This is an optimization exercise on Yosys and OpenROAD, whose aim is small area, a short achievable clock period and few clock cycles per item, not a production implementation.
In this exercise RTL edits were held to simulation tests only and were not proved equivalent to the original.
Power is estimated from default activity; no workload was simulated.

== run 1 ==
==> flow/design.v (excerpt) <==
module freq_counter (
    input  wire        clk,
    input  wire        rst,           
    input  wire        cmd_valid,
    output wire        cmd_ready,
    input  wire [7:0]  cmd_opc,
    input  wire [7:0]  cmd_sym,
    input  wire        in_valid,
    output wire        in_ready,
    input  wire [31:0] in_data,       
    input  wire [2:0]  in_nbytes,     
    input  wire        in_last,       
    input  wire        in_err,        
    output reg         done,
    output reg  [3:0]  err,
    output reg  [15:0] result,
    output reg         freq_valid
);
==> flow/config.mk <==
export PLATFORM = sky130hd
export DESIGN_NAME = freq_counter
export DESIGN_NICKNAME = freq_counter
export VERILOG_FILES = /design/flow/design.v
export SDC_FILE = /design/flow/constraint.sdc
export NUM_CORES = 8
export LEC_CHECK = 0
export CAP_MARGIN = 20
export CORE_MARGIN = 2
export CORE_UTILIZATION = 55
export CTS_CLUSTER_DIAMETER = 120
export CTS_CLUSTER_SIZE = 28
export PLACE_DENSITY = 0.65
export SETUP_SLACK_MARGIN = 5.0
export SLEW_MARGIN = 20
==> flow/constraint.sdc <==
create_clock -name core_clock -period 8.0 [get_ports {clk}]
set_input_delay 1.6000 -clock core_clock [delete_from_list [all_inputs] [get_ports {clk}]]
set_output_delay 1.6000 -clock core_clock [all_outputs]
set_load 0.01 [all_outputs]
run.sh (not shown) runs the stock make flow with config.mk's settings and CLKGATE_MAP_FILE= SYNTH_SCRIPT=/design/flow/synth_recipe.tcl, a recipe that flattens the netlist after the stock synthesis.
Run 1 went all the way through synthesis, placement and routing and the layout is clean on timing, DRC and antenna.
Testbench counts of run 1, summed over its fixed seeds: cycles 28,776, bytes 62,843.
#### Input delta (run 2 over run 1)
- changing CTS_CLUSTER_DIAMETER from 120 to 100
- changing CTS_CLUSTER_SIZE from 28 to 25
- changing PLACE_DENSITY from 0.65 to 0.72
- changing CORE_UTILIZATION from 55 to 62
[summary]
- Compared with run 1, in run 2 horizontal die dimension saw a decrease; logic gate share of total power saw a decrease.
- Compared to run 1, the router laid down less metal wire for run 2.
- Run 2 against run 1: fraction of area in multi-input gates saw little to no change; number of buffer and inverter instances along the worst setup path saw a decrease; final standard cell area without fillers saw little to no change.
- Run 1 vs run 2, cell with the largest stage delay on the worst path: sky130_fd_sc_hd__o41ai_4 vs sky130_fd_sc_hd__dfxtp_2
diff inputs: run 2 => run 3
- SETUP_SLACK_MARGIN now 4.85, was 5.0
- PLACE_DENSITY now 0.65, was 0.72
- CORE_UTILIZATION now 55, was 62
~same flip-flop and latch area in run 3 and run 2. Higher endpoint arrival time on the critical path was reported by run 3, not run 2. Between run 3 and run 2, the total non-filler cell area in the finished layout figures differ only marginally. Comparing run 3 and run 2, the higher clock-buffer cell count is on run 3. Multi-input combinational gate total of run 2 is on par with run 3. Run 2: no failed stages, no open violations at the end. Run 3: done, clean on timing, DRC and antenna.
--- input diff run 3..run 4 ---
- SETUP_SLACK_MARGIN: 4.85 -> 5.0
- TNS_END_PERCENT: unset -> 30
## What came out
~same power per cell area in run 4 and run 3
Run 4 vs. run 3: share of total power in the clock network comparable; met3 global-route usage increased by 0.62 points relative to the old numbers; via count of the first global-routing pass held steady; synthesized area essentially unchanged; switching power of the nets went up.
Between run 4 and run 3, the difference in area taken by multi-input logic gates is negligible.
Run 4 vs run 3: number of vias per cell after detailed routing up
Critical path depth is lower on run 3
[compare] base=run 3 new=run 4: required time reported for the critical path endpoint did not really move; post-route cell area did not really move.
--- input diff run 4..run 5 ---
- TNS_END_PERCENT no longer set, was 30
Notes after the runs:
Re flip-flop and latch count: no difference whatsoever between run 4 and run 5.
First-iteration DRC count: run 5 vs run 4 up 104
Wire length of the first global-routing pass of run 4 is on par with run 5.
Looking at run 5 and run 4, the largest clock skew in the final design is a wash.
Run 4 reports its launching instance or port of the critical path as slot_ring[24] while run 5 reports slot_ring[8].
As far as part of the total power dissipated in the clock network is concerned, run 4 and run 5 perform about the same.
Run 4 -> run 5: layout net count flat
Setup slack of the most critical reg-to-reg path was higher in the run labelled run 5.
### run 5 -> run 6
- an added ABC_AREA of 1
- Of run 5 and run 6, the run reporting the lower combined area of all synthesized cells was run 5.
- Diff run 5 -> run 6 | met1 layer wirelength in the final routing | increase of about 11%
- In summary, run 6 completed successfully, with a layout that passed the timing, design-rule and antenna checks.
- Cmp run 5 and run 6 / length in cells of the worst reg-to-reg path / lower: run 5
- Number of standard cells in the final layout excluding fillers for run 6: 1,627 up relative to run 5

-- re-timing with driven ports --
Ports are ideal in the flow. The routed layouts listed here were re-timed in OpenROAD. Step 1 (the two cells are an assumption about what drives the block):
set clk [get_ports {clk}]
set_driving_cell -lib_cell sky130_fd_sc_hd__clkbuf_16 $clk
set_driving_cell -lib_cell sky130_fd_sc_hd__buf_2 [delete_from_list [all_inputs] $clk]
Step 2 moves the port delays by t, midway between the first and last clock arrival at a register: inputs arrive t later, outputs are due t later. That takes back most of the time a late clock gives input paths. Three values: ideal, step 1, step 2; two values: the first two.
run | t (ns) | setup slack, ns | worst setup path after step 2 | slew at the worst register clock pin (ns) | pins driven straight from the clock port
run 1 | 0.953 | 4.985 / 4.932 / 4.167 | input to register | 0.12 / 0.12 | 1
run 2 | 0.972 | 4.962 / 4.931 / 4.151 | input to register | 0.11 / 0.11 | 1
run 3 | 0.960 | 4.852 / 4.819 / 4.234 | input to register | 0.11 / 0.11 | 1
run 4 | 0.958 | 4.911 / 4.911 / 4.149 | input to register | 0.11 / 0.11 | 1
run 5 | 0.958 | 4.990 / 4.937 / 4.280 | input to register | 0.11 / 0.11 | 1
run 6 | 0.977 | 4.978 / 4.904 / 4.255 | input to register | 0.11 / 0.11 | 1
After both steps every run listed still meets setup and hold. The setup slack of run 1, which loses most, moves by -0.053 ns with the drivers and by -0.818 ns with both steps.
